Background: an optimization exercise with open tools, aiming at small area, a short achievable clock period and few clock cycles per item. Do not read the settings as production practice.
At most, simulation tests tie the RTL to the original design; equivalence was not proved.

Setup of willow:
## ydl_angle_engine
module ydl_angle_engine (
    input  wire        clk,
    input  wire        rst,
    input  wire        hdr_valid,
    output wire        hdr_ready,
    input  wire [15:0] hdr_start_code,
    input  wire [15:0] hdr_end_code,
    input  wire [7:0]  hdr_count,
    input  wire [13:0] hdr_dist_first,
    input  wire [13:0] hdr_dist_last,
    input  wire        smp_valid,
    output wire        smp_ready,
    input  wire [23:0] smp_raw,
    output wire        out_valid,
    input  wire        out_ready,
    output reg  [15:0] out_angle,
    output reg  [13:0] out_dist,
    output reg  [9:0]  out_intensity,
    output reg         out_last
);
    localparam [2:0] W_IDLE = 3'd0,   
                     W_S0   = 3'd1,   
                     W_S1   = 3'd2,   
                     W_WT   = 3'd3,   
                     W_DIV  = 3'd4,   
                     W_DONE = 3'd5;   
    reg        out_v, skid_v;
    reg [15:0] sk_angle;
    reg [13:0] sk_dist;
    reg [9:0]  sk_int;
    reg        sk_last;
    wire       en = ~skid_v;
    assign out_valid = out_v;
    reg  [2:0]  w_st;
    reg  [3:0]  w_cnt;
    reg  [7:0]  w_dv;               
    reg         w_nb, w_nd;         
  ...
Settings: LEC_CHECK=0, ABC_AREA=1, CAP_MARGIN=20, CORE_MARGIN=2, CORE_UTILIZATION=40, SLEW_MARGIN=20; clock period 12.0 ns.
run.sh (not shown) runs the stock make flow with config.mk's settings and CLKGATE_MAP_FILE= SYNTH_SCRIPT=/design/flow/synth_recipe.tcl, a recipe that flattens the netlist after the stock synthesis.
Relative to willow, the following input files were edited for indigo:
--- a/flow/design.v
+++ b/flow/design.v
@@ -861,26 +861,26 @@
                 out_last      <= x_last;
             end
         end else if (res_v) begin
             sk_angle <= x_ang;
             sk_dist  <= x_d;
             sk_int   <= x_int;
             sk_last  <= x_last;
         end
     end
     wire [9:0]  dvx = {2'b0, w_dv};
-    wire [10:0] sa  = {w_r[8:0], w_q[26], 1'b1} + {dvx ^ {10{~w_r[9]}}, ~w_r[9]};
-    wire [9:0]  ra  = sa[10:1];
-    wire [10:0] sb  = {ra[8:0], w_q[25], 1'b1} + {dvx ^ {10{~ra[9]}}, ~ra[9]};
-    wire [9:0]  rb  = sb[10:1];
-    wire [10:0] sc  = {rb[8:0], w_q[24], 1'b1} + {dvx ^ {10{~rb[9]}}, ~rb[9]};
-    wire [9:0]  rc  = sc[10:1];
+    wire [9:0]  r2a = {w_r[8:0], w_q[26]};
+    wire [9:0]  ra  = w_r[9] ? r2a + dvx : r2a - dvx;
+    wire [9:0]  r2b = {ra[8:0], w_q[25]};
+    wire [9:0]  rb  = ra[9] ? r2b + dvx : r2b - dvx;
+    wire [9:0]  r2c = {rb[8:0], w_q[24]};
+    wire [9:0]  rc  = rb[9] ? r2c + dvx : r2c - dvx;
     wire        xb_en = en & x_v & x_b;
     wire [20:0] span = x_z - w_f;
     always @(posedge clk) begin
         if (rst)
             w_st <= W_IDLE;
         else
             w_st <= w_st_n;
     end
     always @(posedge clk) begin
         case (w_st)
==> results.txt <==
Against willow, indigo comes in about 4% higher on first-pass GRT wire length. indigo — via count 1697 higher, willow as reference. The lower synthesized area came out of willow. The number of DRC violations after detailed-routing iteration 0 was comparable across indigo and willow. Final standard cell area without fillers (indigo vs. willow) increases slightly. Count of plain and timing-repair buffers delta for indigo relative to willow: 0.60% lower. Fraction of the core area covered by cells at the end of the flow: willow vs indigo, no meaningful difference. indigo ends up with higher synthesized cell count than willow does. Cmp indigo vs willow: routed wire length higher in indigo.
No functional check of the RTL was part of any run of this note.


== the baseline ==
ydl_angle_engine, a different RTL version from the one above (not shown whole).
For scale: roughly 970 flip-flops, ~140 I/O pins.
export LEC_CHECK = 0
export ABC_AREA = 1
export CAP_MARGIN = 20
export CORE_MARGIN = 2
export CORE_UTILIZATION = 40
export SLEW_MARGIN = 20
create_clock -name core_clock -period 12.0 [get_ports {clk}]
The baseline reached the final stage; the timing, design-rule and antenna checks on its layout passed.
Edits applied to the flow inputs when going from the baseline to the candidate:
--- a/flow/design.v
+++ b/flow/design.v
@@ -1,26 +1,43 @@
 module ydl_corr_cordic (
     input  wire          clk,
     input  wire          rst,
     input  wire          en,
     input  wire          in_v,
     input  wire [25:0]   in_pay,
     input  wire [13:0]   in_d,
-    input  wire [13:0]   in_dn,      
-    input  wire [3:0]    in_sh,      
     input  wire [20:0]   in_z,
     input  wire          in_conv,
     output wire          out_v,
     output wire [25:0]   out_pay,
     output wire [20:0]   out_z,
     output wire [15:0]   out_ang
 );
-    wire [3:0]  sh = in_sh;
-    wire        dz = (in_dn == 14'd0);
-    wire [13:0] dn = in_dn;
+    reg [3:0] sh;
+    always @(*) begin
+        casez (in_d)
+            14'b1?????????????: sh = 4'd0;
+            14'b01????????????: sh = 4'd1;
+            14'b001???????????: sh = 4'd2;
+            14'b0001??????????: sh = 4'd3;
+            14'b00001?????????: sh = 4'd4;
+            14'b000001????????: sh = 4'd5;
+            14'b0000001???????: sh = 4'd6;
+            14'b00000001??????: sh = 4'd7;
+            14'b000000001?????: sh = 4'd8;
+            14'b0000000001????: sh = 4'd9;
+            14'b00000000001???: sh = 4'd9;
+            14'b000000000001??: sh = 4'd9;
+            14'b0000000000001?: sh = 4'd9;
+            14'b00000000000001: sh = 4'd9;
+            default: sh = 4'd9;
+        endcase
+    end
+    wire        dz = (in_d == 14'd0);
+    wire [13:0] dn = in_d << sh;
     reg  [17:0] k1, k2;
     always @(*) begin
         case ({dz, sh})
             5'd0: begin k1 = 18'd147; k2 = 18'd195; end
             5'd1: begin k1 = 18'd294; k2 = 18'd390; end
             5'd2: begin k1 = 18'd588; k2 = 18'd780; end
             5'd3: begin k1 = 18'd1176; k2 = 18'd1560; end
@@ -727,44 +744,25 @@
     assign hdr_ready = (w_st == W_DONE) & ~p_v;
     assign smp_ready = en & e_act & ~w_bub;
     wire        hdr_take = hdr_valid & hdr_ready;
     wire        smp_take = smp_valid & smp_ready;
     wire        e_last = (e_rem == 8'd1);
     wire        p_to_e = p_v & (~e_act | (smp_take & e_last));
     reg         r0_v, r0_b, r0_last, r0_conv;
-    reg  [13:0] r0_d, r0_dn;
-    reg  [3:0]  r0_sh;
+    reg  [13:0] r0_d;
     reg  [9:0]  r0_int;
     reg  [20:0] r0_z;
     always @(posedge clk) begin
         if (rst)
             r0_v <= 1'b0;
         else if (en)
             r0_v <= w_bub | smp_take;
     end
-    wire [13:0] i_d = w_bub ? ((w_st == W_S0) ? hdr_dist_first : hdr_dist_last) : smp_raw[23:10];
-    reg  [3:0]  i_sh;
-    always @(*) begin
-        casez (i_d)
-            14'b1?????????????: i_sh = 4'd0;
-            14'b01????????????: i_sh = 4'd1;
-            14'b001???????????: i_sh = 4'd2;
-            14'b0001??????????: i_sh = 4'd3;
-            14'b00001?????????: i_sh = 4'd4;
-            14'b000001????????: i_sh = 4'd5;
-            14'b0000001???????: i_sh = 4'd6;
-            14'b00000001??????: i_sh = 4'd7;
-            14'b000000001?????: i_sh = 4'd8;
-            default:            i_sh = 4'd9;
-        endcase
-    end
     always @(posedge clk) begin
         if (en) begin
-            r0_sh <= i_sh;
-            r0_dn <= i_d << i_sh;
             if (w_bub) begin
                 r0_b    <= 1'b1;
                 r0_last <= (w_st == W_S1);
                 r0_conv <= 1'b1;
                 r0_d    <= (w_st == W_S0) ? hdr_dist_first : hdr_dist_last;
                 r0_z    <= {6'd0, (w_st == W_S0) ? hdr_start_code[15:1] : hdr_end_code[15:1]};
                 r0_int  <= 10'd0;
@@ -785,16 +783,14 @@
     ydl_corr_cordic u_corr (
         .clk    (clk),
         .rst    (rst),
         .en     (en),
         .in_v   (r0_v),
         .in_pay ({r0_b, r0_last, r0_int, r0_d}),
         .in_d   (r0_d),
-        .in_dn  (r0_dn),
-        .in_sh  (r0_sh),
         .in_z   (r0_z),
         .in_conv(r0_conv),
         .out_v  (x_v),
         .out_pay(x_pay),
         .out_z  (x_z),
         .out_ang(x_ang)
     );
## What came out
- Delta (the candidate minus the baseline): number of nets in the final layout went down by 145; number of instances in the synthesized netlist dropped about 2.6%; non-clock buffer count moved down; max-slew headroom at the worst pin has increased.
- ~same post-CTS clock slew at the launch and capture registers of the worst setup and hold paths in the baseline and the candidate
- Against the baseline, worst hold margin in the candidate came out worse.
- The multi-input gate share of the layout cell area of the candidate is higher than that of the baseline.
- Comparing register-to-register slack for the baseline and the candidate, the smaller number came from the baseline.
- The standard cells in the candidate occupy less silicon area than those in the baseline do.
- Any difference in highest cell delay on the worst timing path between the candidate and the baseline is small enough to ignore.
Testbench counts of the candidate, summed over its fixed seeds: cycles 60,086, items 56,574.
For the baseline, only the layout was checked, not whether the RTL still works.

re-timing with driven ports:
How much do the figures lean on ideal ports? The routed layouts below were timed once more, with nothing changed but the port constraints.
Step 1 assumes that a clkbuf_16 drives the clock port and a buf_2 every other input.
Step 2 adds t to the input delays and takes it off the output delays; t is the mean of the earliest and latest rising clock arrival at the registers after step 1. Input paths then give back, and output paths get back, about the clock's delay inside the block.
a / b / c = ideal / step 1 / step 2; a / b = the first two.
| run | shift t [ns] | setup slack, ns | clock arrival spread, ns | worst slew at a driven data input, ns |
|---|---|---|---|---|
| willow | 0.786 | 6.138 / 6.138 / 5.907 | 0.061 / 0.061 | 0.27 |
| indigo | 0.774 | 5.050 / 5.050 / 5.050 | 0.029 / 0.029 | 0.08 |
| the baseline | 0.783 | 6.155 / 6.155 / 6.155 | 0.026 / 0.026 | 0.23 |
| the candidate | 0.783 | 6.526 / 6.454 / 6.526 | 0.102 / 0.103 | 0.08 |
After both steps every run listed still meets setup and hold. The setup slack of willow, which loses most, moves by 0.000 ns with the drivers and by -0.231 ns with both steps.
